Background: an optimization exercise with open tools, aiming at small area, a short achievable clock period and few clock cycles. Do not read the settings as production practice.
No functional check of the RTL was part of any run shown here.
Power is estimated from default activity; no workload was simulated.

## flow/design.v (module list and top-level ports; edited modules follow where they fit)
// module c2mux_addr_enc: 101 lines
// module c2mux_act_est: 762 lines
// module c2mux_dp: 45 lines
module c2mux_dp (
    input  wire        clk,
    input  wire        rst,           
    input  wire        enc_start,     
    input  wire [63:0] enc_id,        
    input  wire [3:0]  enc_idlen,
    input  wire [7:0]  enc_subid,     
    input  wire        enc_mcast,
    output wire        enc_busy,
    output wire        enc_done,
    output wire [47:0] addr,          
    output wire        addr_valid,
    output wire [2:0]  cfgerr,
    input  wire        smp_valid,
    input  wire [15:0] smp_data,      
    input  wire [31:0] thr,           
    output wire        est_done,
    output wire [39:0] sumsq,
    output wire        est_data       
);
  // ...
==> flow/run.sh <==
#!/bin/bash
# synth_recipe.tcl (not shown) runs the flow's synth.tcl, then flattens the netlist and writes it again
# the make line also repeats each setting of config.mk as NAME=value (left out here)
make -C /OpenROAD-flow-scripts/flow DESIGN_CONFIG=/design/flow/config.mk WORK_HOME=/design/flow/orfs CLKGATE_MAP_FILE= SYNTH_SCRIPT=/design/flow/synth_recipe.tcl finish
==> flow/config.mk <==
export PLATFORM = sky130hd
export DESIGN_NAME = c2mux_dp
export DESIGN_NICKNAME = c2mux_dp
export VERILOG_FILES = /design/flow/design.v
export SDC_FILE = /design/flow/constraint.sdc
export NUM_CORES = 4
export LEC_CHECK = 0
export CAP_MARGIN = 20
export CORE_MARGIN = 2
export CORE_UTILIZATION = 40
export SLEW_MARGIN = 20
==> flow/constraint.sdc <==
create_clock -name core_clock -period 10.0 [get_ports {clk}]
set_input_delay 2.0000 -clock core_clock [delete_from_list [all_inputs] [get_ports {clk}]]
set_output_delay 2.0000 -clock core_clock [all_outputs]
set_load 0.01 [all_outputs]
==> summary.txt, run 1 <==
Yosys:
- Of the total synthesized cell area, the portion taken by XOR and XNOR cells is 0.0511.
- The area fraction in compound gates after synthesis is 0.143.
- Counting flops with a built-in enable in the synthesized netlist gives 45.
- By count the netlist is led by 219 x inv_1, 181 x ha_1, 151 x dfxtp_1, 132 x nand2_1, 115 x fa_1.
- The multiplexer area fraction after synthesis is 0.0105.
- Of the synthesized area, sequential elements account for 0.280.

Detailed routing:
- The final route contains 12000 vias.
- The first routing iteration left 491 violations.

Setup path:
- The endpoint arrival time on the critical path is a little over 6 ns.
- The critical path starts at u_est.clr.
- The worst register-to-register path begins at u_est.clr.
- Traced cell by cell, the critical path runs through buf_4 > nor2b_1 > ha_1 > ha_1 > a21oi_1 > o21bai_1 > o31ai_1 > o21ai_0 > or3_1 > a21oi_1 > o21ai_0 > mux2_2 > fa_1 > ha_1 > a21o_1 > a21o_1 > a21o_1 > a21oi_1 > nor2b_1 > o21ai_0 > o2111ai_1 > a41oi_1.

Power:
- The share of total power dissipated in the clock network is 0.270.
- The share of total power dissipated in combinational logic is 0.341.

Placement:
- At the placement stage, the worst setup path has a slack of 4.24 ns.

Cells and area:
- The signed area change from the synthesized netlist to the final layout is 21.0%.
- The total number of sequential cells is between 150 and 200.
- The non-clock inverter count in the final layout is 220.
- The layout has 20 clock buffers.

Run status:
- The flow ran to the end and the layout has no timing, DRC or antenna violations.

Die:
- The die is 201 um tall.
- The tap cell count is 518.

Timing:
- After layout, the minimum clock period comes to 5.83 ns.

Clock network:
- The clock sink count is approximately 200.
- TritonCTS built the clock tree.

Global route:
- The via count of the first global-routing pass is ~13000.
==> module c2mux_addr_enc, before the edit <==
module c2mux_addr_enc (
    input  wire        clk,
    input  wire        rst,
    input  wire        start,
    input  wire [63:0] id,
    input  wire [3:0]  idlen,
    input  wire [7:0]  subid,
    input  wire        mcast,
    output reg         busy,
    output reg         done,
    output wire [47:0] addr,
    output wire        addr_valid,
    output wire [2:0]  cfgerr
);
    function [5:0] info;
        input [7:0] c;
        input       pad;
        begin
            info = pad ? 6'b111011 : {c[6], c[4:0]};
        end
    endfunction
    function [5:0] conv;
        input [5:0] h;
        begin
            conv = h[5] ? ({1'b0, h[4:0]} + 6'd9) : {2'b00, h[3:0]};
        end
    endfunction
    function valid_char;
        input [7:0] c;
        begin
            valid_char = (c[7:4] == 4'h3 && c[3:0] <= 4'd9) ||
                         (c[7:6] == 2'b01 && c[4:0] != 5'd0 && c[4:0] <= 5'd26);
        end
    endfunction
    reg [1:0] chk;
    reg       bad;
    integer   k;
    always @(*) begin
        bad = 1'b0;
        for (k = 0; k < 8; k = k + 1)
            if (k < idlen && !valid_char(id[8*k +: 8]))
                bad = 1'b1;
        if (subid[7:4] != 4'd0)
            chk = 2'd1;
        else if (idlen > 4'd8)
            chk = 2'd3;
        else if (bad)
            chk = 2'd2;
        else
            chk = 2'd0;
    end
    reg [5:0] ring [0:6];
    reg [5:0] c;
    reg [2:0] kc;           
    reg [2:0] pc;           
    reg [3:0] sub_r;
    reg       mc_r;
    reg [1:0] err_r;
    wire load = start && !busy;
    wire [5:0]  h    = ring[0];
    wire [11:0] t    = {h, 5'd0} + {4'd0, h, 2'd0} + {6'd0, h} + {6'd0, c};
    wire        md_a = kc < pc;
    wire        md_b = kc == pc;
    wire [5:0]  out  = md_a ? t[5:0] : (md_b ? c : h);
    integer j;
    always @(posedge clk) begin
        for (j = 0; j < 6; j = j + 1)
            ring[j] <= load ? info(id[8*(6-j) +: 8], (6 - j) >= idlen) : ring[j+1];
        ring[6] <= load ? info(id[7:0], idlen == 4'd0) : out;
        if (load)
            c <= conv(info(id[63:56], idlen < 4'd8));
        else if (md_a)
            c <= t[11:6];
        else if (md_b)
            c <= conv(h);
        kc <= (load || kc == 3'd6) ? 3'd0 : kc + 3'd1;
        if (load)
            pc <= 3'd0;
        else if (kc == 3'd6)
            pc <= pc + 3'd1;
        if (load) begin
            sub_r <= subid[3:0];
            mc_r  <= mcast;
            err_r <= chk;
        end
        if (rst) begin
            busy <= 1'b0;
            done <= 1'b0;
        end else begin
            done <= busy && kc == 3'd6 && pc == 3'd7;
            if (load)
                busy <= 1'b1;
            else if (kc == 3'd6 && pc == 3'd7)
                busy <= 1'b0;
        end
    end
    assign addr = {ring[6][5:4], sub_r, 1'b1, mc_r, ring[6][3:0], ring[5],
                   ring[4], ring[3], ring[2], ring[1], ring[0]};
    assign addr_valid = (err_r == 2'd0);
    assign cfgerr     = {1'b0, err_r};
endmodule
==> run 2, diff against run 1 <==
--- a/flow/design.v
+++ b/flow/design.v
@@ -51,57 +51,56 @@
     end
     reg [5:0] ring [0:6];
     reg [5:0] c;
     reg [2:0] kc;           
     reg [2:0] pc;           
     reg [3:0] sub_r;
     reg       mc_r;
     reg [1:0] err_r;
-    wire load = start && !busy;
+    reg       ok_r;
     wire [5:0]  h    = ring[0];
     wire [11:0] t    = {h, 5'd0} + {4'd0, h, 2'd0} + {6'd0, h} + {6'd0, c};
     wire        md_a = kc < pc;
     wire        md_b = kc == pc;
     wire [5:0]  out  = md_a ? t[5:0] : (md_b ? c : h);
+    wire        fin  = kc == 3'd6 && pc == 3'd7;
     integer j;
     always @(posedge clk) begin
         for (j = 0; j < 6; j = j + 1)
-            ring[j] <= load ? info(id[8*(6-j) +: 8], (6 - j) >= idlen) : ring[j+1];
-        ring[6] <= load ? info(id[7:0], idlen == 4'd0) : out;
-        if (load)
+            ring[j] <= busy ? ring[j+1] : info(id[8*(6-j) +: 8], (6 - j) >= idlen);
+        ring[6] <= busy ? out : info(id[7:0], idlen == 4'd0);
+        if (!busy)
             c <= conv(info(id[63:56], idlen < 4'd8));
         else if (md_a)
             c <= t[11:6];
         else if (md_b)
             c <= conv(h);
-        kc <= (load || kc == 3'd6) ? 3'd0 : kc + 3'd1;
-        if (load)
+        kc <= (!busy || kc == 3'd6) ? 3'd0 : kc + 3'd1;
+        if (!busy)
             pc <= 3'd0;
         else if (kc == 3'd6)
             pc <= pc + 3'd1;
-        if (load) begin
+        if (!busy) begin
             sub_r <= subid[3:0];
             mc_r  <= mcast;
             err_r <= chk;
+            ok_r  <= chk == 2'd0;
         end
         if (rst) begin
             busy <= 1'b0;
             done <= 1'b0;
         end else begin
-            done <= busy && kc == 3'd6 && pc == 3'd7;
-            if (load)
-                busy <= 1'b1;
-            else if (kc == 3'd6 && pc == 3'd7)
-                busy <= 1'b0;
+            done <= busy && fin;
+            busy <= busy ? !fin : start;
         end
     end
     assign addr = {ring[6][5:4], sub_r, 1'b1, mc_r, ring[6][3:0], ring[5],
                    ring[4], ring[3], ring[2], ring[1], ring[0]};
-    assign addr_valid = (err_r == 2'd0);
+    assign addr_valid = ok_r;
     assign cfgerr     = {1'b0, err_r};
 endmodule
 module c2mux_act_est #(
     parameter N_SPEECH = 320
 ) (
     input  wire        clk,
     input  wire        rst,
     input  wire        smp_valid,
@@ -115,31 +114,33 @@
     reg [CNT_W-1:0] cnt;
     reg [14:0]      y;
     reg             s;
     reg             last_r;
     reg             last_q;
     reg             clr;
     reg             rst_q;
     reg [31:0]      thr_r;
-    reg [30:0]      sq;
     reg [39:0]      acc;
+    reg [30:0] sq0;
+    reg [30:0] sq1;
     wire take = smp_valid && !rst;
     wire last = (cnt == N_SPEECH - 1);
     always @(posedge clk) begin
         if (rst)
             cnt <= {CNT_W{1'b0}};
         else if (smp_valid)
             cnt <= last ? {CNT_W{1'b0}} : cnt + 1'b1;
         s      <= take && smp_data[15];
         y      <= take ? (smp_data[14:0] ^ {15{smp_data[15]}}) : 15'd0;
         last_r <= take && last;
-        if (take && last)
+        if (last)
             thr_r <= thr;
     end
+    wire [39:0] acc_in = clr ? 40'd0 : acc;
     wire fs0;
     wire fc0;
     wire fs1;
     wire fc1;
     wire fs2;
     wire fc2;
     wire fs3;
     wire fc3;
@@ -340,18 +341,16 @@
     wire fs101;
     wire fc101;
     wire fs102;
     wire fc102;
     wire fs103;
     wire fc103;
     wire fs104;
     wire fc104;
-    wire [30:0] ra1;
-    wire [30:0] ra2;
     wire fs105;
     wire fc105;
     wire fs106;
     wire fc106;
     wire fs107;
     wire fc107;
     wire fs108;
     wire fc108;
@@ -402,16 +401,18 @@
     wire fs131;
     wire fc131;
     wire fs132;
     wire fc132;
     wire fs133;
     wire fc133;
     wire fs134;
     wire fc134;
+    wire [39:0] xy1;
+    wire [39:0] xy2;
     wire fs135;
     wire fc135;
     wire fs136;
     wire fc136;
     wire fs137;
     wire fc137;
     wire fs138;
     wire fc138;
@@ -484,18 +485,144 @@
     wire fs172;
     wire fc172;
     wire fs173;
     wire fc173;
     wire fs174;
     wire fc174;
     wire fs175;
     wire fc175;
-    wire [36:0] rc1;
-    wire [36:0] rc2;
+    wire fs176;
+    wire fc176;
+    wire fs177;
+    wire fc177;
+    wire fs178;
+    wire fc178;
+    wire fs179;
+    wire fc179;
+    wire fs180;
+    wire fc180;
+    wire fs181;
+    wire fc181;
+    wire fs182;
+    wire fc182;
+    wire fs183;
+    wire fc183;
+    wire fs184;
+    wire fc184;
+    wire fs185;
+    wire fc185;
+    wire fs186;
+    wire fc186;
+    wire fs187;
+    wire fc187;
+    wire fs188;
+    wire fc188;
+    wire fs189;
+    wire fc189;
+    wire fs190;
+    wire fc190;
+    wire fs191;
+    wire fc191;
+    wire fs192;
+    wire fc192;
+    wire fs193;
+    wire fc193;
+    wire fs194;
+    wire fc194;
+    wire fs195;
+    wire fc195;
+    wire fs196;
+    wire fc196;
+    wire fs197;
+    wire fc197;
+    wire fs198;
+    wire fc198;
+    wire fs199;
+    wire fc199;
+    wire fs200;
+    wire fc200;
+    wire fs201;
+    wire fc201;
+    wire fs202;
+    wire fc202;
+    wire fs203;
+    wire fc203;
+    wire fs204;
+    wire fc204;
+    wire fs205;
+    wire fc205;
+    wire fs206;
+    wire fc206;
+    wire fs207;
+    wire fc207;
+    wire fs208;
+    wire fc208;
+    wire fs209;
+    wire fc209;
+    wire fs210;
+    wire fc210;
+    wire fs211;
+    wire fc211;
+    wire fs212;
+    wire fc212;
+    wire fs213;
+    wire fc213;
+    wire fs214;
+    wire fc214;
+    wire fs215;
+    wire fc215;
+    wire fs216;
+    wire fc216;
+    wire fs217;
+    wire fc217;
+    wire fs218;
+    wire fc218;
+    wire fs219;
+    wire fc219;
+    wire fs220;
+    wire fc220;
+    wire fs221;
+    wire fc221;
+    wire fs222;
+    wire fc222;
+    wire fs223;
+    wire fc223;
+    wire fs224;
+    wire fc224;
+    wire fs225;
+    wire fc225;
+    wire fs226;
+    wire fc226;
+    wire fs227;
+    wire fc227;
+    wire fs228;
+    wire fc228;
+    wire fs229;
+    wire fc229;
+    wire fs230;
+    wire fc230;
+    wire fs231;
+    wire fc231;
+    wire fs232;
+    wire fc232;
+    wire fs233;
+    wire fc233;
+    wire fs234;
+    wire fc234;
+    wire fs235;
+    wire fc235;
+    wire fs236;
+    wire fc236;
+    wire fs237;
+    wire fc237;
+    wire fs238;
+    wire fc238;
+    wire [41:0] rc1;
+    wire [41:0] rc2;
     assign fs0 = y[5] ^ (s & y[9]);
     assign fc0 = y[5] & (s & y[9]);
     assign fs1 = (s & y[10]) ^ (y[0] & y[10]);
     assign fc1 = (s & y[10]) & (y[0] & y[10]);
     assign fs2 = y[6] ^ (s & y[11]) ^ (y[0] & y[11]);
     assign fc2 = (y[6] & (s & y[11])) | (y[6] & (y[0] & y[11])) | ((s & y[11]) & (y[0] & y[11]));
     assign fs3 = (y[1] & y[10]) ^ (y[2] & y[9]);
     assign fc3 = (y[1] & y[10]) & (y[2] & y[9]);
@@ -630,20 +757,20 @@
     assign fs68 = fs41 ^ fc39 ^ fc40;
     assign fc68 = (fs41 & fc39) | (fs41 & fc40) | (fc39 & fc40);
     assign fs69 = fc41 ^ fs43 ^ fc42;
     assign fc69 = (fc41 & fs43) | (fc41 & fc42) | (fs43 & fc42);
     assign fs70 = fs45 ^ fc43 ^ fc44;
     assign fc70 = (fs45 & fc43) | (fs45 & fc44) | (fc43 & fc44);
     assign fs71 = fc45 ^ fs47 ^ fs48;
     assign fc71 = (fc45 & fs47) | (fc45 & fs48) | (fs47 & fs48);
-    assign fs72 = fc47 ^ fs50 ^ fs49;
-    assign fc72 = (fc47 & fs50) | (fc47 & fs49) | (fs50 & fs49);
-    assign fs73 = fs52 ^ fc49 ^ fc50;
-    assign fc73 = (fs52 & fc49) | (fs52 & fc50) | (fc49 & fc50);
+    assign fs72 = fc47 ^ fs49 ^ fs50;
+    assign fc72 = (fc47 & fs49) | (fc47 & fs50) | (fs49 & fs50);
+    assign fs73 = fs52 ^ fc49 ^ fs51;
+    assign fc73 = (fs52 & fc49) | (fs52 & fs51) | (fc49 & fs51);
     assign fs74 = (y[9] & y[13]) ^ fc52 ^ fs53;
     assign fc74 = ((y[9] & y[13]) & fc52) | ((y[9] & y[13]) & fs53) | (fc52 & fs53);
     assign fs75 = (y[11] & y[12]) ^ (y[9] & y[14]) ^ fc53;
     assign fc75 = ((y[11] & y[12]) & (y[9] & y[14])) | ((y[11] & y[12]) & fc53) | ((y[9] & y[14]) & fc53);
     assign fs76 = (y[10] & y[14]) ^ (y[11] & y[13]);
     assign fc76 = (y[10] & y[14]) & (y[11] & y[13]);
     assign fs77 = y[13] ^ (y[11] & y[14]);
     assign fc77 = y[13] & (y[11] & y[14]);
@@ -682,187 +809,315 @@
     assign fs94 = fs44 ^ fc68 ^ fs69;
     assign fc94 = (fs44 & fc68) | (fs44 & fs69) | (fc68 & fs69);
     assign fs95 = fs46 ^ fc69 ^ fs70;
     assign fc95 = (fs46 & fc69) | (fs46 & fs70) | (fc69 & fs70);
     assign fs96 = fc46 ^ fs71 ^ fc70;
     assign fc96 = (fc46 & fs71) | (fc46 & fc70) | (fs71 & fc70);
     assign fs97 = fc48 ^ fs72 ^ fc71;
     assign fc97 = (fc48 & fs72) | (fc48 & fc71) | (fs72 & fc71);
-    assign fs98 = fs51 ^ fc72 ^ fs73;
-    assign fc98 = (fs51 & fc72) | (fs51 & fs73) | (fc72 & fs73);
+    assign fs98 = fc50 ^ fs73 ^ fc72;
+    assign fc98 = (fc50 & fs73) | (fc50 & fc72) | (fs73 & fc72);
     assign fs99 = fc51 ^ fs74 ^ fc73;
     assign fc99 = (fc51 & fs74) | (fc51 & fc73) | (fs74 & fc73);
     assign fs100 = fs54 ^ fc74 ^ fs75;
     assign fc100 = (fs54 & fc74) | (fs54 & fs75) | (fc74 & fs75);
     assign fs101 = fc54 ^ fs76 ^ fc75;
     assign fc101 = (fc54 & fs76) | (fc54 & fc75) | (fs76 & fc75);
     assign fs102 = (y[12] & y[13]) ^ fc76 ^ fs77;
     assign fc102 = ((y[12] & y[13]) & fc76) | ((y[12] & y[13]) & fs77) | (fc76 & fs77);
     assign fs103 = (y[12] & y[14]) ^ fc77;
     assign fc103 = (y[12] & y[14]) & fc77;
     assign fs104 = y[14] ^ (y[13] & y[14]);
     assign fc104 = y[14] & (y[13] & y[14]);
-    assign ra1 = {1'b0, fc104, fc103, fc102, fc101, fc100, fc99, fc98, fc97, fc96, fc95, fc94, fc93, fc92, fc91, fc90, fc89, fc88, fc87, fc86, fc85, fc84, fc83, fc82, fc81, fc80, fc79, fc78, fs78, (s & y[0]), s};
-    assign ra2 = {1'b0, 1'b0, fs104, fs103, fs102, fs101, fs100, fs99, fs98, fs97, fs96, fs95, fs94, fs93, fs92, fs91, fs90, fs89, fs88, fs87, fs86, fs85, fs84, fs83, fs82, fs81, fs80, fs79, (y[0] & y[1]), 1'b0, y[0]};
-    wire [39:0] acc_in  = clr ? 40'd0 : acc;
-    wire [39:0] acc_nxt = acc_in + {9'd0, sq};
-    assign fs105 = 1'b1 ^ 1'b1;
-    assign fc105 = 1'b1 & 1'b1;
-    assign fs106 = ~thr_r[0] ^ ~thr_r[2];
-    assign fc106 = ~thr_r[0] & ~thr_r[2];
-    assign fs107 = ~thr_r[1] ^ ~thr_r[3];
-    assign fc107 = ~thr_r[1] & ~thr_r[3];
-    assign fs108 = ~thr_r[2] ^ ~thr_r[4];
-    assign fc108 = ~thr_r[2] & ~thr_r[4];
-    assign fs109 = ~thr_r[3] ^ ~thr_r[5];
-    assign fc109 = ~thr_r[3] & ~thr_r[5];
-    assign fs110 = ~thr_r[4] ^ ~thr_r[6];
-    assign fc110 = ~thr_r[4] & ~thr_r[6];
-    assign fs111 = ~thr_r[5] ^ ~thr_r[7];
-    assign fc111 = ~thr_r[5] & ~thr_r[7];
-    assign fs112 = ~thr_r[6] ^ ~thr_r[8];
-    assign fc112 = ~thr_r[6] & ~thr_r[8];
-    assign fs113 = ~thr_r[7] ^ ~thr_r[9];
-    assign fc113 = ~thr_r[7] & ~thr_r[9];
-    assign fs114 = ~thr_r[10] ^ ~thr_r[8];
-    assign fc114 = ~thr_r[10] & ~thr_r[8];
-    assign fs115 = ~thr_r[11] ^ ~thr_r[9];
-    assign fc115 = ~thr_r[11] & ~thr_r[9];
-    assign fs116 = ~thr_r[10] ^ ~thr_r[12];
-    assign fc116 = ~thr_r[10] & ~thr_r[12];
-    assign fs117 = ~thr_r[11] ^ ~thr_r[13];
-    assign fc117 = ~thr_r[11] & ~thr_r[13];
-    assign fs118 = ~thr_r[12] ^ ~thr_r[14];
-    assign fc118 = ~thr_r[12] & ~thr_r[14];
-    assign fs119 = ~thr_r[13] ^ ~thr_r[15];
-    assign fc119 = ~thr_r[13] & ~thr_r[15];
-    assign fs120 = ~thr_r[14] ^ ~thr_r[16];
-    assign fc120 = ~thr_r[14] & ~thr_r[16];
-    assign fs121 = ~thr_r[15] ^ ~thr_r[17];
-    assign fc121 = ~thr_r[15] & ~thr_r[17];
-    assign fs122 = ~thr_r[16] ^ ~thr_r[18];
-    assign fc122 = ~thr_r[16] & ~thr_r[18];
-    assign fs123 = ~thr_r[17] ^ ~thr_r[19];
-    assign fc123 = ~thr_r[17] & ~thr_r[19];
-    assign fs124 = ~thr_r[18] ^ ~thr_r[20];
-    assign fc124 = ~thr_r[18] & ~thr_r[20];
-    assign fs125 = ~thr_r[19] ^ ~thr_r[21];
-    assign fc125 = ~thr_r[19] & ~thr_r[21];
-    assign fs126 = ~thr_r[20] ^ ~thr_r[22];
-    assign fc126 = ~thr_r[20] & ~thr_r[22];
-    assign fs127 = ~thr_r[21] ^ ~thr_r[23];
-    assign fc127 = ~thr_r[21] & ~thr_r[23];
-    assign fs128 = ~thr_r[22] ^ ~thr_r[24];
-    assign fc128 = ~thr_r[22] & ~thr_r[24];
-    assign fs129 = ~thr_r[23] ^ ~thr_r[25];
-    assign fc129 = ~thr_r[23] & ~thr_r[25];
-    assign fs130 = ~thr_r[24] ^ ~thr_r[26];
-    assign fc130 = ~thr_r[24] & ~thr_r[26];
-    assign fs131 = ~thr_r[25] ^ ~thr_r[27];
-    assign fc131 = ~thr_r[25] & ~thr_r[27];
-    assign fs132 = ~thr_r[26] ^ ~thr_r[28];
-    assign fc132 = ~thr_r[26] & ~thr_r[28];
-    assign fs133 = ~thr_r[27] ^ ~thr_r[29];
-    assign fc133 = ~thr_r[27] & ~thr_r[29];
-    assign fs134 = ~thr_r[28] ^ ~thr_r[30];
-    assign fc134 = ~thr_r[28] & ~thr_r[30];
-    assign fs135 = ~thr_r[29] ^ ~thr_r[31];
-    assign fc135 = ~thr_r[29] & ~thr_r[31];
-    assign fs136 = 1'b1 ^ ~thr_r[30];
-    assign fc136 = 1'b1 & ~thr_r[30];
-    assign fs137 = 1'b1 ^ ~thr_r[31];
-    assign fc137 = 1'b1 & ~thr_r[31];
-    assign fs138 = 1'b1 ^ 1'b1;
-    assign fc138 = 1'b1 & 1'b1;
-    assign fs139 = 1'b1 ^ ~thr_r[0];
-    assign fc139 = 1'b1 & ~thr_r[0];
-    assign fs140 = fs105 ^ ~thr_r[1] ^ acc_nxt[6];
-    assign fc140 = (fs105 & ~thr_r[1]) | (fs105 & acc_nxt[6]) | (~thr_r[1] & acc_nxt[6]);
-    assign fs141 = fc105 ^ fs106 ^ acc_nxt[7];
-    assign fc141 = (fc105 & fs106) | (fc105 & acc_nxt[7]) | (fs106 & acc_nxt[7]);
-    assign fs142 = fc106 ^ fs107 ^ acc_nxt[8];
-    assign fc142 = (fc106 & fs107) | (fc106 & acc_nxt[8]) | (fs107 & acc_nxt[8]);
-    assign fs143 = fc107 ^ fs108 ^ acc_nxt[9];
-    assign fc143 = (fc107 & fs108) | (fc107 & acc_nxt[9]) | (fs108 & acc_nxt[9]);
-    assign fs144 = fc108 ^ fs109 ^ acc_nxt[10];
-    assign fc144 = (fc108 & fs109) | (fc108 & acc_nxt[10]) | (fs109 & acc_nxt[10]);
-    assign fs145 = fc109 ^ fs110 ^ acc_nxt[11];
-    assign fc145 = (fc109 & fs110) | (fc109 & acc_nxt[11]) | (fs110 & acc_nxt[11]);
-    assign fs146 = fc110 ^ fs111 ^ acc_nxt[12];
-    assign fc146 = (fc110 & fs111) | (fc110 & acc_nxt[12]) | (fs111 & acc_nxt[12]);
-    assign fs147 = fc111 ^ fs112 ^ acc_nxt[13];
-    assign fc147 = (fc111 & fs112) | (fc111 & acc_nxt[13]) | (fs112 & acc_nxt[13]);
-    assign fs148 = fc112 ^ fs113 ^ acc_nxt[14];
-    assign fc148 = (fc112 & fs113) | (fc112 & acc_nxt[14]) | (fs113 & acc_nxt[14]);
-    assign fs149 = fc113 ^ fs114 ^ acc_nxt[15];
-    assign fc149 = (fc113 & fs114) | (fc113 & acc_nxt[15]) | (fs114 & acc_nxt[15]);
-    assign fs150 = fc114 ^ fs115 ^ acc_nxt[16];
-    assign fc150 = (fc114 & fs115) | (fc114 & acc_nxt[16]) | (fs115 & acc_nxt[16]);
-    assign fs151 = fc115 ^ fs116 ^ acc_nxt[17];
-    assign fc151 = (fc115 & fs116) | (fc115 & acc_nxt[17]) | (fs116 & acc_nxt[17]);
-    assign fs152 = fc116 ^ fs117 ^ acc_nxt[18];
-    assign fc152 = (fc116 & fs117) | (fc116 & acc_nxt[18]) | (fs117 & acc_nxt[18]);
-    assign fs153 = fc117 ^ fs118 ^ acc_nxt[19];
-    assign fc153 = (fc117 & fs118) | (fc117 & acc_nxt[19]) | (fs118 & acc_nxt[19]);
-    assign fs154 = fc118 ^ fs119 ^ acc_nxt[20];
-    assign fc154 = (fc118 & fs119) | (fc118 & acc_nxt[20]) | (fs119 & acc_nxt[20]);
-    assign fs155 = fc119 ^ fs120 ^ acc_nxt[21];
-    assign fc155 = (fc119 & fs120) | (fc119 & acc_nxt[21]) | (fs120 & acc_nxt[21]);
-    assign fs156 = fc120 ^ fs121 ^ acc_nxt[22];
-    assign fc156 = (fc120 & fs121) | (fc120 & acc_nxt[22]) | (fs121 & acc_nxt[22]);
-    assign fs157 = fc121 ^ fs122 ^ acc_nxt[23];
-    assign fc157 = (fc121 & fs122) | (fc121 & acc_nxt[23]) | (fs122 & acc_nxt[23]);
-    assign fs158 = fc122 ^ fs123 ^ acc_nxt[24];
-    assign fc158 = (fc122 & fs123) | (fc122 & acc_nxt[24]) | (fs123 & acc_nxt[24]);
-    assign fs159 = fc123 ^ fs124 ^ acc_nxt[25];
-    assign fc159 = (fc123 & fs124) | (fc123 & acc_nxt[25]) | (fs124 & acc_nxt[25]);
-    assign fs160 = fc124 ^ fs125 ^ acc_nxt[26];
-    assign fc160 = (fc124 & fs125) | (fc124 & acc_nxt[26]) | (fs125 & acc_nxt[26]);
-    assign fs161 = fc125 ^ fs126 ^ acc_nxt[27];
-    assign fc161 = (fc125 & fs126) | (fc125 & acc_nxt[27]) | (fs126 & acc_nxt[27]);
-    assign fs162 = fc126 ^ fs127 ^ acc_nxt[28];
-    assign fc162 = (fc126 & fs127) | (fc126 & acc_nxt[28]) | (fs127 & acc_nxt[28]);
-    assign fs163 = fc127 ^ fs128 ^ acc_nxt[29];
-    assign fc163 = (fc127 & fs128) | (fc127 & acc_nxt[29]) | (fs128 & acc_nxt[29]);
-    assign fs164 = fc128 ^ fs129 ^ acc_nxt[30];
-    assign fc164 = (fc128 & fs129) | (fc128 & acc_nxt[30]) | (fs129 & acc_nxt[30]);
-    assign fs165 = fc129 ^ fs130 ^ acc_nxt[31];
-    assign fc165 = (fc129 & fs130) | (fc129 & acc_nxt[31]) | (fs130 & acc_nxt[31]);
-    assign fs166 = fc130 ^ fs131 ^ acc_nxt[32];
-    assign fc166 = (fc130 & fs131) | (fc130 & acc_nxt[32]) | (fs131 & acc_nxt[32]);
-    assign fs167 = fc131 ^ fs132 ^ acc_nxt[33];
-    assign fc167 = (fc131 & fs132) | (fc131 & acc_nxt[33]) | (fs132 & acc_nxt[33]);
-    assign fs168 = fc132 ^ fs133 ^ acc_nxt[34];
-    assign fc168 = (fc132 & fs133) | (fc132 & acc_nxt[34]) | (fs133 & acc_nxt[34]);
-    assign fs169 = fc133 ^ fs134 ^ acc_nxt[35];
-    assign fc169 = (fc133 & fs134) | (fc133 & acc_nxt[35]) | (fs134 & acc_nxt[35]);
-    assign fs170 = fc134 ^ fs135 ^ acc_nxt[36];
-    assign fc170 = (fc134 & fs135) | (fc134 & acc_nxt[36]) | (fs135 & acc_nxt[36]);
-    assign fs171 = fc135 ^ fs136 ^ acc_nxt[37];
-    assign fc171 = (fc135 & fs136) | (fc135 & acc_nxt[37]) | (fs136 & acc_nxt[37]);
-    assign fs172 = fc136 ^ fs137 ^ acc_nxt[38];
-    assign fc172 = (fc136 & fs137) | (fc136 & acc_nxt[38]) | (fs137 & acc_nxt[38]);
-    assign fs173 = fc137 ^ fs138 ^ acc_nxt[39];
-    assign fc173 = (fc137 & fs138) | (fc137 & acc_nxt[39]) | (fs138 & acc_nxt[39]);
-    assign fs174 = 1'b1 ^ 1'b1 ^ fc138;
-    assign fc174 = (1'b1 & 1'b1) | (1'b1 & fc138) | (1'b1 & fc138);
-    assign fs175 = 1'b1 ^ 1'b1;
-    assign fc175 = 1'b1 & 1'b1;
-    assign rc1 = {fc174, fc173, fc172, fc171, fc170, fc169, fc168, fc167, fc166, fc165, fc164, fc163, fc162, fc161, fc160, fc159, fc158, fc157, fc156, fc155, fc154, fc153, fc152, fc151, fc150, fc149, fc148, fc147, fc146, fc145, fc144, fc143, fc142, fc141, fc140, fc139, fs139};
-    assign rc2 = {fs175, fs174, fs173, fs172, fs171, fs170, fs169, fs168, fs167, fs166, fs165, fs164, fs163, fs162, fs161, fs160, fs159, fs158, fs157, fs156, fs155, fs154, fs153, fs152, fs151, fs150, fs149, fs148, fs147, fs146, fs145, fs144, fs143, fs142, fs141, fs140, acc_nxt[5]};
-    wire [36:0] dc = rc1 + rc2;
     always @(posedge clk) begin
-        sq     <= ra1 + ra2;
+        sq0 <= {1'b0, fc104, fs104, fs103, fs102, fc100, fs100, fs99, fs98, fs97, fc95, fc94, fc93, fc92, fc91, fc90, fc89, fc88, fc87, fc86, fc85, fc84, fc83, fc82, fc81, fc80, fc79, fc78, (y[0] & y[1]), (s & y[0]), s};
+        sq1 <= {1'b0, 1'b0, fc103, fc102, fc101, fs101, fc99, fc98, fc97, fc96, fs96, fs95, fs94, fs93, fs92, fs91, fs90, fs89, fs88, fs87, fs86, fs85, fs84, fs83, fs82, fs81, fs80, fs79, fs78, 1'b0, y[0]};
+    end
+    assign fs105 = sq0[0] ^ sq1[0];
+    assign fc105 = sq0[0] & sq1[0];
+    assign fs106 = sq0[1] ^ acc_in[1];
+    assign fc106 = sq0[1] & acc_in[1];
+    assign fs107 = sq0[2] ^ sq1[2] ^ acc_in[2];
+    assign fc107 = (sq0[2] & sq1[2]) | (sq0[2] & acc_in[2]) | (sq1[2] & acc_in[2]);
+    assign fs108 = sq0[3] ^ sq1[3] ^ acc_in[3];
+    assign fc108 = (sq0[3] & sq1[3]) | (sq0[3] & acc_in[3]) | (sq1[3] & acc_in[3]);
+    assign fs109 = sq0[4] ^ sq1[4] ^ acc_in[4];
+    assign fc109 = (sq0[4] & sq1[4]) | (sq0[4] & acc_in[4]) | (sq1[4] & acc_in[4]);
+    assign fs110 = sq0[5] ^ sq1[5] ^ acc_in[5];
+    assign fc110 = (sq0[5] & sq1[5]) | (sq0[5] & acc_in[5]) | (sq1[5] & acc_in[5]);
+    assign fs111 = sq0[6] ^ sq1[6] ^ acc_in[6];
+    assign fc111 = (sq0[6] & sq1[6]) | (sq0[6] & acc_in[6]) | (sq1[6] & acc_in[6]);
+    assign fs112 = sq0[7] ^ sq1[7] ^ acc_in[7];
+    assign fc112 = (sq0[7] & sq1[7]) | (sq0[7] & acc_in[7]) | (sq1[7] & acc_in[7]);
+    assign fs113 = sq0[8] ^ sq1[8] ^ acc_in[8];
+    assign fc113 = (sq0[8] & sq1[8]) | (sq0[8] & acc_in[8]) | (sq1[8] & acc_in[8]);
+    assign fs114 = sq0[9] ^ sq1[9] ^ acc_in[9];
+    assign fc114 = (sq0[9] & sq1[9]) | (sq0[9] & acc_in[9]) | (sq1[9] & acc_in[9]);
+    assign fs115 = sq0[10] ^ sq1[10] ^ acc_in[10];
+    assign fc115 = (sq0[10] & sq1[10]) | (sq0[10] & acc_in[10]) | (sq1[10] & acc_in[10]);
+    assign fs116 = sq0[11] ^ sq1[11] ^ acc_in[11];
+    assign fc116 = (sq0[11] & sq1[11]) | (sq0[11] & acc_in[11]) | (sq1[11] & acc_in[11]);
+    assign fs117 = sq0[12] ^ sq1[12] ^ acc_in[12];
+    assign fc117 = (sq0[12] & sq1[12]) | (sq0[12] & acc_in[12]) | (sq1[12] & acc_in[12]);
+    assign fs118 = sq0[13] ^ sq1[13] ^ acc_in[13];
+    assign fc118 = (sq0[13] & sq1[13]) | (sq0[13] & acc_in[13]) | (sq1[13] & acc_in[13]);
+    assign fs119 = sq0[14] ^ sq1[14] ^ acc_in[14];
+    assign fc119 = (sq0[14] & sq1[14]) | (sq0[14] & acc_in[14]) | (sq1[14] & acc_in[14]);
+    assign fs120 = sq0[15] ^ sq1[15] ^ acc_in[15];
+    assign fc120 = (sq0[15] & sq1[15]) | (sq0[15] & acc_in[15]) | (sq1[15] & acc_in[15]);
+    assign fs121 = sq0[16] ^ sq1[16] ^ acc_in[16];
+    assign fc121 = (sq0[16] & sq1[16]) | (sq0[16] & acc_in[16]) | (sq1[16] & acc_in[16]);
+    assign fs122 = sq0[17] ^ sq1[17] ^ acc_in[17];
+    assign fc122 = (sq0[17] & sq1[17]) | (sq0[17] & acc_in[17]) | (sq1[17] & acc_in[17]);
+    assign fs123 = sq0[18] ^ sq1[18] ^ acc_in[18];
+    assign fc123 = (sq0[18] & sq1[18]) | (sq0[18] & acc_in[18]) | (sq1[18] & acc_in[18]);
+    assign fs124 = sq0[19] ^ sq1[19] ^ acc_in[19];
+    assign fc124 = (sq0[19] & sq1[19]) | (sq0[19] & acc_in[19]) | (sq1[19] & acc_in[19]);
+    assign fs125 = sq0[20] ^ sq1[20] ^ acc_in[20];
+    assign fc125 = (sq0[20] & sq1[20]) | (sq0[20] & acc_in[20]) | (sq1[20] & acc_in[20]);
+    assign fs126 = sq0[21] ^ sq1[21] ^ acc_in[21];
+    assign fc126 = (sq0[21] & sq1[21]) | (sq0[21] & acc_in[21]) | (sq1[21] & acc_in[21]);
+    assign fs127 = sq0[22] ^ sq1[22] ^ acc_in[22];
+    assign fc127 = (sq0[22] & sq1[22]) | (sq0[22] & acc_in[22]) | (sq1[22] & acc_in[22]);
+    assign fs128 = sq0[23] ^ sq1[23] ^ acc_in[23];
+    assign fc128 = (sq0[23] & sq1[23]) | (sq0[23] & acc_in[23]) | (sq1[23] & acc_in[23]);
+    assign fs129 = sq0[24] ^ sq1[24] ^ acc_in[24];
+    assign fc129 = (sq0[24] & sq1[24]) | (sq0[24] & acc_in[24]) | (sq1[24] & acc_in[24]);
+    assign fs130 = sq0[25] ^ sq1[25] ^ acc_in[25];
+    assign fc130 = (sq0[25] & sq1[25]) | (sq0[25] & acc_in[25]) | (sq1[25] & acc_in[25]);
+    assign fs131 = sq0[26] ^ sq1[26] ^ acc_in[26];
+    assign fc131 = (sq0[26] & sq1[26]) | (sq0[26] & acc_in[26]) | (sq1[26] & acc_in[26]);
+    assign fs132 = sq0[27] ^ sq1[27] ^ acc_in[27];
+    assign fc132 = (sq0[27] & sq1[27]) | (sq0[27] & acc_in[27]) | (sq1[27] & acc_in[27]);
+    assign fs133 = sq0[28] ^ sq1[28] ^ acc_in[28];
+    assign fc133 = (sq0[28] & sq1[28]) | (sq0[28] & acc_in[28]) | (sq1[28] & acc_in[28]);
+    assign fs134 = sq0[29] ^ acc_in[29];
+    assign fc134 = sq0[29] & acc_in[29];
+    assign xy1 = {acc_in[39], acc_in[38], acc_in[37], acc_in[36], acc_in[35], acc_in[34], acc_in[33], acc_in[32], acc_in[31], acc_in[30], fs134, fc132, fc131, fc130, fc129, fc128, fc127, fc126, fc125, fc124, fc123, fc122, fc121, fc120, fc119, fc118, fc117, fc116, fc115, fc114, fc113, fc112, fc111, fc110, fc109, fc108, fc107, fc106, fc105, acc_in[0]};
+    assign xy2 = {1'b0, 1'b0, 1'b0, 1'b0, 1'b0, 1'b0, 1'b0, 1'b0, 1'b0, fc134, fc133, fs133, fs132, fs131, fs130, fs129, fs128, fs127, fs126, fs125, fs124, fs123, fs122, fs121, fs120, fs119, fs118, fs117, fs116, fs115, fs114, fs113, fs112, fs111, fs110, fs109, fs108, fs107, fs106, fs105};
+    wire [39:0] acc_nxt = xy1 + xy2;
+    assign fs135 = 1'b1 ^ 1'b1;
+    assign fc135 = 1'b1 & 1'b1;
+    assign fs136 = ~thr_r[0] ^ ~thr_r[2];
+    assign fc136 = ~thr_r[0] & ~thr_r[2];
+    assign fs137 = ~thr_r[1] ^ ~thr_r[3];
+    assign fc137 = ~thr_r[1] & ~thr_r[3];
+    assign fs138 = ~thr_r[2] ^ ~thr_r[4];
+    assign fc138 = ~thr_r[2] & ~thr_r[4];
+    assign fs139 = ~thr_r[3] ^ ~thr_r[5];
+    assign fc139 = ~thr_r[3] & ~thr_r[5];
+    assign fs140 = ~thr_r[4] ^ ~thr_r[6];
+    assign fc140 = ~thr_r[4] & ~thr_r[6];
+    assign fs141 = ~thr_r[5] ^ ~thr_r[7];
+    assign fc141 = ~thr_r[5] & ~thr_r[7];
+    assign fs142 = ~thr_r[6] ^ ~thr_r[8];
+    assign fc142 = ~thr_r[6] & ~thr_r[8];
+    assign fs143 = ~thr_r[7] ^ ~thr_r[9];
+    assign fc143 = ~thr_r[7] & ~thr_r[9];
+    assign fs144 = ~thr_r[10] ^ ~thr_r[8];
+    assign fc144 = ~thr_r[10] & ~thr_r[8];
+    assign fs145 = ~thr_r[11] ^ ~thr_r[9];
+    assign fc145 = ~thr_r[11] & ~thr_r[9];
+    assign fs146 = ~thr_r[10] ^ ~thr_r[12];
+    assign fc146 = ~thr_r[10] & ~thr_r[12];
+    assign fs147 = ~thr_r[11] ^ ~thr_r[13];
+    assign fc147 = ~thr_r[11] & ~thr_r[13];
+    assign fs148 = ~thr_r[12] ^ ~thr_r[14];
+    assign fc148 = ~thr_r[12] & ~thr_r[14];
+    assign fs149 = ~thr_r[13] ^ ~thr_r[15];
+    assign fc149 = ~thr_r[13] & ~thr_r[15];
+    assign fs150 = ~thr_r[14] ^ ~thr_r[16];
+    assign fc150 = ~thr_r[14] & ~thr_r[16];
+    assign fs151 = ~thr_r[15] ^ ~thr_r[17];
+    assign fc151 = ~thr_r[15] & ~thr_r[17];
+    assign fs152 = ~thr_r[16] ^ ~thr_r[18];
+    assign fc152 = ~thr_r[16] & ~thr_r[18];
+    assign fs153 = ~thr_r[17] ^ ~thr_r[19];
+    assign fc153 = ~thr_r[17] & ~thr_r[19];
+    assign fs154 = ~thr_r[18] ^ ~thr_r[20];
+    assign fc154 = ~thr_r[18] & ~thr_r[20];
+    assign fs155 = ~thr_r[19] ^ ~thr_r[21];
+    assign fc155 = ~thr_r[19] & ~thr_r[21];
+    assign fs156 = ~thr_r[20] ^ ~thr_r[22];
+    assign fc156 = ~thr_r[20] & ~thr_r[22];
+    assign fs157 = ~thr_r[21] ^ ~thr_r[23];
+    assign fc157 = ~thr_r[21] & ~thr_r[23];
+    assign fs158 = ~thr_r[22] ^ ~thr_r[24];
+    assign fc158 = ~thr_r[22] & ~thr_r[24];
+    assign fs159 = ~thr_r[23] ^ ~thr_r[25];
+    assign fc159 = ~thr_r[23] & ~thr_r[25];
+    assign fs160 = ~thr_r[24] ^ ~thr_r[26];
+    assign fc160 = ~thr_r[24] & ~thr_r[26];
+    assign fs161 = ~thr_r[25] ^ ~thr_r[27];
+    assign fc161 = ~thr_r[25] & ~thr_r[27];
+    assign fs162 = ~thr_r[26] ^ ~thr_r[28];
+    assign fc162 = ~thr_r[26] & ~thr_r[28];
+    assign fs163 = ~thr_r[27] ^ ~thr_r[29];
+    assign fc163 = ~thr_r[27] & ~thr_r[29];
+    assign fs164 = ~thr_r[28] ^ ~thr_r[30];
+    assign fc164 = ~thr_r[28] & ~thr_r[30];
+    assign fs165 = ~thr_r[29] ^ ~thr_r[31];
+    assign fc165 = ~thr_r[29] & ~thr_r[31];
+    assign fs166 = 1'b1 ^ ~thr_r[30];
+    assign fc166 = 1'b1 & ~thr_r[30];
+    assign fs167 = 1'b1 ^ ~thr_r[31];
+    assign fc167 = 1'b1 & ~thr_r[31];
+    assign fs168 = 1'b1 ^ ~thr_r[0];
+    assign fc168 = 1'b1 & ~thr_r[0];
+    assign fs169 = fs135 ^ ~thr_r[1] ^ xy1[6];
+    assign fc169 = (fs135 & ~thr_r[1]) | (fs135 & xy1[6]) | (~thr_r[1] & xy1[6]);
+    assign fs170 = fc135 ^ fs136 ^ xy1[7];
+    assign fc170 = (fc135 & fs136) | (fc135 & xy1[7]) | (fs136 & xy1[7]);
+    assign fs171 = fc136 ^ fs137 ^ xy1[8];
+    assign fc171 = (fc136 & fs137) | (fc136 & xy1[8]) | (fs137 & xy1[8]);
+    assign fs172 = fc137 ^ fs138 ^ xy1[9];
+    assign fc172 = (fc137 & fs138) | (fc137 & xy1[9]) | (fs138 & xy1[9]);
+    assign fs173 = fc138 ^ fs139 ^ xy1[10];
+    assign fc173 = (fc138 & fs139) | (fc138 & xy1[10]) | (fs139 & xy1[10]);
+    assign fs174 = fc139 ^ fs140 ^ xy1[11];
+    assign fc174 = (fc139 & fs140) | (fc139 & xy1[11]) | (fs140 & xy1[11]);
+    assign fs175 = fc140 ^ fs141 ^ xy1[12];
+    assign fc175 = (fc140 & fs141) | (fc140 & xy1[12]) | (fs141 & xy1[12]);
+    assign fs176 = fc141 ^ fs142 ^ xy1[13];
+    assign fc176 = (fc141 & fs142) | (fc141 & xy1[13]) | (fs142 & xy1[13]);
+    assign fs177 = fc142 ^ fs143 ^ xy1[14];
+    assign fc177 = (fc142 & fs143) | (fc142 & xy1[14]) | (fs143 & xy1[14]);
+    assign fs178 = fc143 ^ fs144 ^ xy1[15];
+    assign fc178 = (fc143 & fs144) | (fc143 & xy1[15]) | (fs144 & xy1[15]);
+    assign fs179 = fc144 ^ fs145 ^ xy1[16];
+    assign fc179 = (fc144 & fs145) | (fc144 & xy1[16]) | (fs145 & xy1[16]);
+    assign fs180 = fc145 ^ fs146 ^ xy1[17];
+    assign fc180 = (fc145 & fs146) | (fc145 & xy1[17]) | (fs146 & xy1[17]);
+    assign fs181 = fc146 ^ fs147 ^ xy1[18];
+    assign fc181 = (fc146 & fs147) | (fc146 & xy1[18]) | (fs147 & xy1[18]);
+    assign fs182 = fc147 ^ fs148 ^ xy1[19];
+    assign fc182 = (fc147 & fs148) | (fc147 & xy1[19]) | (fs148 & xy1[19]);
+    assign fs183 = fc148 ^ fs149 ^ xy1[20];
+    assign fc183 = (fc148 & fs149) | (fc148 & xy1[20]) | (fs149 & xy1[20]);
+    assign fs184 = fc149 ^ fs150 ^ xy1[21];
+    assign fc184 = (fc149 & fs150) | (fc149 & xy1[21]) | (fs150 & xy1[21]);
+    assign fs185 = fc150 ^ fs151 ^ xy1[22];
+    assign fc185 = (fc150 & fs151) | (fc150 & xy1[22]) | (fs151 & xy1[22]);
+    assign fs186 = fc151 ^ fs152 ^ xy1[23];
+    assign fc186 = (fc151 & fs152) | (fc151 & xy1[23]) | (fs152 & xy1[23]);
+    assign fs187 = fc152 ^ fs153 ^ xy1[24];
+    assign fc187 = (fc152 & fs153) | (fc152 & xy1[24]) | (fs153 & xy1[24]);
+    assign fs188 = fc153 ^ fs154 ^ xy1[25];
+    assign fc188 = (fc153 & fs154) | (fc153 & xy1[25]) | (fs154 & xy1[25]);
+    assign fs189 = fc154 ^ fs155 ^ xy1[26];
+    assign fc189 = (fc154 & fs155) | (fc154 & xy1[26]) | (fs155 & xy1[26]);
+    assign fs190 = fc155 ^ fs156 ^ xy1[27];
+    assign fc190 = (fc155 & fs156) | (fc155 & xy1[27]) | (fs156 & xy1[27]);
+    assign fs191 = fc156 ^ fs157 ^ xy1[28];
+    assign fc191 = (fc156 & fs157) | (fc156 & xy1[28]) | (fs157 & xy1[28]);
+    assign fs192 = fc157 ^ fs158 ^ xy1[29];
+    assign fc192 = (fc157 & fs158) | (fc157 & xy1[29]) | (fs158 & xy1[29]);
+    assign fs193 = fc158 ^ fs159 ^ xy1[30];
+    assign fc193 = (fc158 & fs159) | (fc158 & xy1[30]) | (fs159 & xy1[30]);
+    assign fs194 = fc159 ^ fs160 ^ xy1[31];
+    assign fc194 = (fc159 & fs160) | (fc159 & xy1[31]) | (fs160 & xy1[31]);
+    assign fs195 = fc160 ^ fs161 ^ xy1[32];
+    assign fc195 = (fc160 & fs161) | (fc160 & xy1[32]) | (fs161 & xy1[32]);
+    assign fs196 = fc161 ^ fs162 ^ xy1[33];
+    assign fc196 = (fc161 & fs162) | (fc161 & xy1[33]) | (fs162 & xy1[33]);
+    assign fs197 = fc162 ^ fs163 ^ xy1[34];
+    assign fc197 = (fc162 & fs163) | (fc162 & xy1[34]) | (fs163 & xy1[34]);
+    assign fs198 = fc163 ^ fs164 ^ xy1[35];
+    assign fc198 = (fc163 & fs164) | (fc163 & xy1[35]) | (fs164 & xy1[35]);
+    assign fs199 = fc164 ^ fs165 ^ xy1[36];
+    assign fc199 = (fc164 & fs165) | (fc164 & xy1[36]) | (fs165 & xy1[36]);
+    assign fs200 = fc165 ^ fs166 ^ xy1[37];
+    assign fc200 = (fc165 & fs166) | (fc165 & xy1[37]) | (fs166 & xy1[37]);
+    assign fs201 = fc166 ^ fs167 ^ xy1[38];
+    assign fc201 = (fc166 & fs167) | (fc166 & xy1[38]) | (fs167 & xy1[38]);
+    assign fs202 = fc167 ^ xy1[39];
+    assign fc202 = fc167 & xy1[39];
+    assign fs203 = fs168 ^ xy1[5];
+    assign fc203 = fs168 & xy1[5];
+    assign fs204 = fc168 ^ xy2[6] ^ fs169;
+    assign fc204 = (fc168 & xy2[6]) | (fc168 & fs169) | (xy2[6] & fs169);
+    assign fs205 = xy2[7] ^ fc169 ^ fs170;
+    assign fc205 = (xy2[7] & fc169) | (xy2[7] & fs170) | (fc169 & fs170);
+    assign fs206 = xy2[8] ^ fc170 ^ fs171;
+    assign fc206 = (xy2[8] & fc170) | (xy2[8] & fs171) | (fc170 & fs171);
+    assign fs207 = xy2[9] ^ fc171 ^ fs172;
+    assign fc207 = (xy2[9] & fc171) | (xy2[9] & fs172) | (fc171 & fs172);
+    assign fs208 = xy2[10] ^ fc172 ^ fs173;
+    assign fc208 = (xy2[10] & fc172) | (xy2[10] & fs173) | (fc172 & fs173);
+    assign fs209 = xy2[11] ^ fc173 ^ fs174;
+    assign fc209 = (xy2[11] & fc173) | (xy2[11] & fs174) | (fc173 & fs174);
+    assign fs210 = xy2[12] ^ fc174 ^ fs175;
+    assign fc210 = (xy2[12] & fc174) | (xy2[12] & fs175) | (fc174 & fs175);
+    assign fs211 = xy2[13] ^ fc175 ^ fs176;
+    assign fc211 = (xy2[13] & fc175) | (xy2[13] & fs176) | (fc175 & fs176);
+    assign fs212 = xy2[14] ^ fc176 ^ fs177;
+    assign fc212 = (xy2[14] & fc176) | (xy2[14] & fs177) | (fc176 & fs177);
+    assign fs213 = xy2[15] ^ fc177 ^ fs178;
+    assign fc213 = (xy2[15] & fc177) | (xy2[15] & fs178) | (fc177 & fs178);
+    assign fs214 = xy2[16] ^ fc178 ^ fs179;
+    assign fc214 = (xy2[16] & fc178) | (xy2[16] & fs179) | (fc178 & fs179);
+    assign fs215 = xy2[17] ^ fc179 ^ fs180;
+    assign fc215 = (xy2[17] & fc179) | (xy2[17] & fs180) | (fc179 & fs180);
+    assign fs216 = xy2[18] ^ fc180 ^ fs181;
+    assign fc216 = (xy2[18] & fc180) | (xy2[18] & fs181) | (fc180 & fs181);
+    assign fs217 = xy2[19] ^ fc181 ^ fs182;
+    assign fc217 = (xy2[19] & fc181) | (xy2[19] & fs182) | (fc181 & fs182);
+    assign fs218 = xy2[20] ^ fc182 ^ fs183;
+    assign fc218 = (xy2[20] & fc182) | (xy2[20] & fs183) | (fc182 & fs183);
+    assign fs219 = xy2[21] ^ fc183 ^ fs184;
+    assign fc219 = (xy2[21] & fc183) | (xy2[21] & fs184) | (fc183 & fs184);
+    assign fs220 = xy2[22] ^ fc184 ^ fs185;
+    assign fc220 = (xy2[22] & fc184) | (xy2[22] & fs185) | (fc184 & fs185);
+    assign fs221 = xy2[23] ^ fc185 ^ fs186;
+    assign fc221 = (xy2[23] & fc185) | (xy2[23] & fs186) | (fc185 & fs186);
+    assign fs222 = xy2[24] ^ fc186 ^ fs187;
+    assign fc222 = (xy2[24] & fc186) | (xy2[24] & fs187) | (fc186 & fs187);
+    assign fs223 = xy2[25] ^ fc187 ^ fs188;
+    assign fc223 = (xy2[25] & fc187) | (xy2[25] & fs188) | (fc187 & fs188);
+    assign fs224 = xy2[26] ^ fc188 ^ fs189;
+    assign fc224 = (xy2[26] & fc188) | (xy2[26] & fs189) | (fc188 & fs189);
+    assign fs225 = xy2[27] ^ fc189 ^ fs190;
+    assign fc225 = (xy2[27] & fc189) | (xy2[27] & fs190) | (fc189 & fs190);
+    assign fs226 = xy2[28] ^ fc190 ^ fs191;
+    assign fc226 = (xy2[28] & fc190) | (xy2[28] & fs191) | (fc190 & fs191);
+    assign fs227 = xy2[29] ^ fc191 ^ fs192;
+    assign fc227 = (xy2[29] & fc191) | (xy2[29] & fs192) | (fc191 & fs192);
+    assign fs228 = xy2[30] ^ fc192 ^ fs193;
+    assign fc228 = (xy2[30] & fc192) | (xy2[30] & fs193) | (fc192 & fs193);
+    assign fs229 = xy2[31] ^ fc193 ^ fs194;
+    assign fc229 = (xy2[31] & fc193) | (xy2[31] & fs194) | (fc193 & fs194);
+    assign fs230 = xy2[32] ^ fc194 ^ fs195;
+    assign fc230 = (xy2[32] & fc194) | (xy2[32] & fs195) | (fc194 & fs195);
+    assign fs231 = xy2[33] ^ fc195 ^ fs196;
+    assign fc231 = (xy2[33] & fc195) | (xy2[33] & fs196) | (fc195 & fs196);
+    assign fs232 = xy2[34] ^ fc196 ^ fs197;
+    assign fc232 = (xy2[34] & fc196) | (xy2[34] & fs197) | (fc196 & fs197);
+    assign fs233 = xy2[35] ^ fc197 ^ fs198;
+    assign fc233 = (xy2[35] & fc197) | (xy2[35] & fs198) | (fc197 & fs198);
+    assign fs234 = xy2[36] ^ fc198 ^ fs199;
+    assign fc234 = (xy2[36] & fc198) | (xy2[36] & fs199) | (fc198 & fs199);
+    assign fs235 = xy2[37] ^ fc199 ^ fs200;
+    assign fc235 = (xy2[37] & fc199) | (xy2[37] & fs200) | (fc199 & fs200);
+    assign fs236 = xy2[38] ^ fc200 ^ fs201;
+    assign fc236 = (xy2[38] & fc200) | (xy2[38] & fs201) | (fc200 & fs201);
+    assign fs237 = xy2[39] ^ fs202 ^ fc201;
+    assign fc237 = (xy2[39] & fs202) | (xy2[39] & fc201) | (fs202 & fc201);
+    assign fs238 = 1'b1 ^ fc202;
+    assign fc238 = 1'b1 & fc202;
+    assign rc1 = {1'b1, fs238, fc236, fc235, fc234, fc233, fc232, fc231, fc230, fc229, fc228, fc227, fc226, fc225, fc224, fc223, fc222, fc221, fc220, fc219, fc218, fc217, fc216, fc215, fc214, fc213, fc212, fc211, fc210, fc209, fc208, fc207, fc206, fc205, fc204, fc203, xy2[5], xy1[4], xy1[3], xy1[2], xy1[1], xy1[0]};
+    assign rc2 = {fc238, fc237, fs237, fs236, fs235, fs234, fs233, fs232, fs231, fs230, fs229, fs228, fs227, fs226, fs225, fs224, fs223, fs222, fs221, fs220, fs219, fs218, fs217, fs216, fs215, fs214, fs213, fs212, fs211, fs210, fs209, fs208, fs207, fs206, fs205, fs204, fs203, xy2[4], xy2[3], xy2[2], xy2[1], xy2[0]};
+    wire [41:0] dc = rc1 + rc2;
+    always @(posedge clk) begin
         last_q <= !rst && last_r;
         acc    <= acc_nxt;
         rst_q  <= rst;
         clr    <= rst || rst_q || last_q;
         done   <= !rst && last_q;
-        below  <= dc[36];
+        below  <= dc[41];
     end
     assign sumsq = acc;
 endmodule
 module c2mux_dp (
     input  wire        clk,
     input  wire        rst,           
     input  wire        enc_start,     
     input  wire [63:0] enc_id,        
==> flow/config.mk (replaced) <==
export PLATFORM = sky130hd
export DESIGN_NAME = c2mux_dp
export DESIGN_NICKNAME = c2mux_dp
export VERILOG_FILES = /design/flow/design.v
export SDC_FILE = /design/flow/constraint.sdc
export NUM_CORES = 4
export LEC_CHECK = 0
export CAP_MARGIN = 20
export CORE_MARGIN = 2
export CORE_UTILIZATION = 40
export SETUP_SLACK_MARGIN = 5
export SLEW_MARGIN = 20
==> summary.txt, run 2 <==
Run status:
- Result of the run: finished clean (unchanged).

Clock network:
- The maximum level of the CTS H-tree is 1 (was 4).
- The root cell of the clock tree is clkbuf_16 (unchanged).
- The total CTS buffers is 29 (was 17).
- The clock insertion delay at the later pin of the skew report came to 0.57 ns (was 0.47 ns).
- The number of buffers inserted for hold repair after clock tree synthesis is 0 (unchanged).
- The clock-pin slew on the worst setup and hold paths is 0.06 ns (was 0.07 ns).
- The clock sink count is 225 (was 196).
- The CTS tree is yes (unchanged).
- The maximum count of clock buffers along a single path is 3 (was 2).

Setup path:
- The delay of the slowest cell on the worst path is 0.52 ns (was 0.50 ns).
- The most frequent cell on the critical path is fa_1.
- The depth of the worst register-to-register path came to 15 (was 22).
- The number of stages on the worst setup path is 15 (was 22).
- The category of the most critical setup path is flip-flop to flip-flop (unchanged).
- The endpoint arrival time on the critical path is 5.09 ns (was 6.21 ns).
- The critical path's slowest cell is fa_1 (was or3_1).
- Series of cell instances along the critical path: buf_4 > nand2b_1 > fa_1 > fa_1 > fa_1 > inv_1 > ha_1 > a21o_1 > a21o_1 > a2111oi_1 > o21ai_0 > a221oi_1 > o21ai_0 > or4_1 > nand4_1 (was buf_4 > nor2b_1 > ha_1 > ha_1 > a21oi_1 > o21bai_1 > o31ai_1 > o21ai_0 > or3_1 > a21oi_1 > o21ai_0 > mux2_2 > fa_1 > ha_1 > a21o_1 > a21o_1 > a21o_1 > a21oi_1 > nor2b_1 > o21ai_0 > o2111ai_1 > a41oi_1).
- The required time reported for the critical path endpoint is 10.50 ns (was 10.38 ns).
- The sort of element at the start of the critical path is a flip-flop (unchanged).
- The worst-path maximum fanout is 42 (was 47).
- The endpoint class of the critical path is a flip-flop (unchanged).
- The buffering stage count on the worst path with inverters included was 2 (was 1).
- The cell family with the largest share of critical-path delay is adder cells (was compound AO/OA/AOI/OAI gates).

Placement:
- The global placement routability congestion came to 0.932 (was 0.864).
- The number of I/O port buffers was 222 (unchanged).
- The cell total after placement came to 2363 (was 2370).
- The post-DP HPWL is 31600 um (was 30300 um).
- The area of placed instances is 19000 um2 (was 18300 um2).

Die:
- The floorplan die height is 206 um (was 201 um).
- The cell row count is 73 (was 72).
- The horizontal die dimension is 206 um (was 201 um).
- The initial cell density of the core is 0.408 (was 0.404).
- The I/O pin count is 225 (unchanged).
- The core region area is 40000 um2 (was 38600 um2).
- The die outline area came to 42400 um2 (was 40600 um2).

Cells and area:
- The flip-flop and latch area is 4960 um2 (was 4380 um2).
- Top library cells by usage in the layout, fill and taps aside: 296 x inv_1, 222 x clkdlybuf4s50_1, 179 x dfxtp_1 (was 222 x clkdlybuf4s50_1, 219 x inv_1, 181 x ha_1).
- The most common cell after layout, fill and taps aside is inv_1 (was clkdlybuf4s50_1).
- The largest register by flop count is u_enc.ring (unchanged).
- The number of fillers in the final layout came to 3786 (was 3697).
- The area of the multi-input gates is 10000 um2 (was 10200 um2).
- The number of standard cells in the final layout excluding fillers came to 2421 (was 2402).
- The utilization after layout is 0.500 (was 0.489).
- The number of nets in the layout is 2333 (was 2296).
- Largest registers in the final layout: u_enc.ring x42, u_est.acc x40, u_est.thr_r x32 (unchanged).
- The final instance area is 20000 um2 (was 18900 um2).
- The flip-flop count of the largest register after layout came to 42 (unchanged).
- The signed area change from the synthesized netlist to the final layout came to 22.5% (was 21.0%).
- The fraction of layout instances using a drive strength above 1 is 0.0344 (was 0.0308).

Power:
- The relative contribution of sequential cells to total power is 0.396 (was 0.390).
- The part of the power in combinational logic is 0.214 (was 0.341).
- The internal power component is 0.00189 W (was 0.00172 W).
- The switching power total is 0.000767 W (was 0.000876 W).
- The part of the power in the clock network is 0.390 (was 0.270).
- The switching portion of total power is 0.289 (was 0.337).
- The leakage dissipation is 9.46 nW (was 8.81 nW).
- The maximum ir drop on the vdd rail is 0.000124 V (was 0.0000909 V).
- The power per standard cell area came to 133 nW/um2 (was 138 nW/um2).

Detailed routing:
- The routed wire length was 39200 um (was 37900 um).
- The count of routing violations after the opening detailed-route iteration is 528 (was 491).
- The ratio of routed vias to standard cells is 4.85 (was 4.99).
- The via count of the routed design is 11700 (was 12000).
- The number of nets still failing antenna checks after routing was 0 (unchanged).
- The per-cell routed wire length is 16.2 um (was 15.8 um).
- The number of iterations in the first detailed-routing pass came to 7 (unchanged).
- The number of DRC violations after detailed routing is 0 (unchanged).

Global route:
- The via count of the first global-routing pass is 12300 (was 12500).
- The wire length of the first global-routing pass is 62900 um (was 63000 um).
- The initial antenna violation count is 10 (was 0).
- The total global routing overflow is 0 (unchanged).
- The global-route usage over all layers is 0.188 (was 0.192).
- The maximum number of pins on one net before global-route repair is 43 (was 50).

Yosys:
- The library cell occupying the most area in the post-synthesis netlist is dfxtp_1 (unchanged).
- The sequential cell area fraction in the yosys report came to 0.304 (was 0.280).
- Ranking of synthesized cells by instance count: 296 x inv_1, 179 x dfxtp_1, 168 x fa_1, 167 x ha_1, 123 x nand2_1 (was 219 x inv_1, 181 x ha_1, 151 x dfxtp_1, 132 x nand2_1, 115 x fa_1).
- The most common flop cell mapped by yosys is dfxtp_1 (unchanged).
- The synthesized area per cell is 9.83 um2 (was 9.26 um2).
- The cell area after synthesis is 16300 um2 (was 15600 um2).
- The fraction of registers with async set or reset after synthesis is 0 (unchanged).
- The number of enable-type register cells in the synthesized netlist is 46 (was 45).
- Main area contributors after synthesis: dfxtp_1 22%, fa_1 21%, ha_1 13% (was dfxtp_1 19%, fa_1 15%, ha_1 15%).
- The synthesized instance count was 1660 (was 1685).
- The most frequent cell after synthesis is inv_1 (unchanged).
- The net count after synthesis is 2124 (was 2110).
- The proportion of netlist area held by the largest area contributor came to 0.220 (was 0.194).
- The synthesized flop and latch total is 225 (was 196).
- The count of distinct cell types in the synthesized netlist came to 66 (was 74).
- The count of synthesis-stage warnings from yosys is 3 (unchanged).

Timing:
- The post-route setup TNS is 0 ns (unchanged).
- The final max-slew violation count is 0 (unchanged).
- The transition time at the pin with the least slew margin is 0.959 ns (was 0.879 ns).
- The normalized max-slew margin was 0.361 (was 0.414).
- RSZ-0062 raised after global routing: no (unchanged).
- The total of endpoints with negative setup slack in the final report was 0 (unchanged).
- The shortest clock period the worst path allows after layout is 4.59 ns (was 5.83 ns).
- The count of final hold-check violations is 0 (unchanged).
- The final setup skew came to 0.00844 ns (was 0.0131 ns).
- The maximum clock frequency is 0.218 GHz (was 0.172 GHz).
- The share of the cycle needed by the critical path after routing is 0.459 (was 0.583).

Min path:
- The worst hold path stage count is 1 (unchanged).
- The classification of the worst-slack hold path is flip-flop to flip-flop (unchanged).

Flow run:
- The number of max-cap violations is 0 (unchanged).
run 2: through the flow:
stage | power (W) | setup slack, ns | hold WS [ns]
2_1_floorplan | 0.00139 | 5.60 | 0.377
3_3_place_gp | 0.00163 | 5.43 | 0.391
3_5_place_dp | 0.00164 | 5.38 | 0.394
4_1_cts | 0.00270 | 5.36 | 0.407
5_1_grt | 0.00281 | 5.04 | 0.416
6_report | 0.00266 | 5.41 | 0.405
run 2: power groups by stage:
| stage | Combinational, W | Clock, W | Sequential, W |
|---|---|---|---|
| 2_1_floorplan | 0.000329 | 0 | 0.00106 |
| 3_5_place_dp | 0.000568 | 0 | 0.00107 |
| 4_1_cts | 0.000574 | 0.00107 | 0.00106 |
| 6_report | 0.000568 | 0.00104 | 0.00105 |
| 3_3_place_gp | 0.000557 | 0 | 0.00107 |
| 5_1_grt | 0.000642 | 0.00111 | 0.00106 |
run 2: timing repair:
action | in CTS | in global routing
setup buffers | 0 | 0
gates resized for setup | 0 | 1
endpoints found under the setup margin | 0 | 1
run 2: routing by layer:
layer	share of wire	track usage	vias up	routed length, um
met2	0.44	0.307	297	17400
li1	-	-	5782	-
met1	0.44	0.234	5566	17200
met5	0.0020	0	-	79
met4	0.040	0.0684	12	1550
met3	0.076	0.0574	87	2990
run 2: logic make-up (layout without fill, tap and decap cells):
kind of cell,Yosys count,count (layout),share of synthesized area
buffers and inverters,344,576,0.0798
and+or+nand+nor,422,422,0.132
xor gates and xnor gates,71,71,0.0381
muxes,11,11,0.00683
other,2,6,0.000460
DFF,225,225,0.304
AOI/OAI and AO/OA,250,250,0.104
adders and majority gates,335,335,0.334
run 2: area by class of cell:
type	count	area share
antenna	4	0.000501
clock buffer	37	0.0399
clock inverter	17	0.00745
inverter	296	0.0556
multi-input combinational	1091	0.503
sequential	225	0.248
tap	525	0.0329
timing repair buffer	226	0.113
run 2: path summary, 6_finish.rpt:
check              startpoint           to  slack, ns
hold reg to reg   u_est.rst_q    u_est.clr       0.41
setup / recovery    u_est.clr  u_est.below       5.41
setup reg to reg    u_est.clr  u_est.below       5.41
hold / removal    u_est.rst_q    u_est.clr       0.41

==> port drivers added, routing unchanged <==
In the flow no input, the clock included, has a driving cell. The finished layouts below were timed again as built, in two steps.
Step 1, drivers: a clkbuf_16 drives clk and a buf_2 each remaining input, both assumed.
Step 2 adds t to the input delays and takes it off the output delays; t is the mean of the earliest and latest rising clock arrival at the registers after step 1. Input paths then give back, and output paths get back, about the clock's delay inside the block.
Slacks: no drivers / after step 1 / after step 2; pairs: no drivers / after step 1.
run | t (ns) | slack for setup (ns) | pins driven straight from the clock port
run 1 | 0.508 | 4.170 / 4.170 / 4.170 | 1
run 2 | 0.611 | 5.412 / 5.412 / 5.412 | 1
After both steps setup and hold are still met in every run listed.
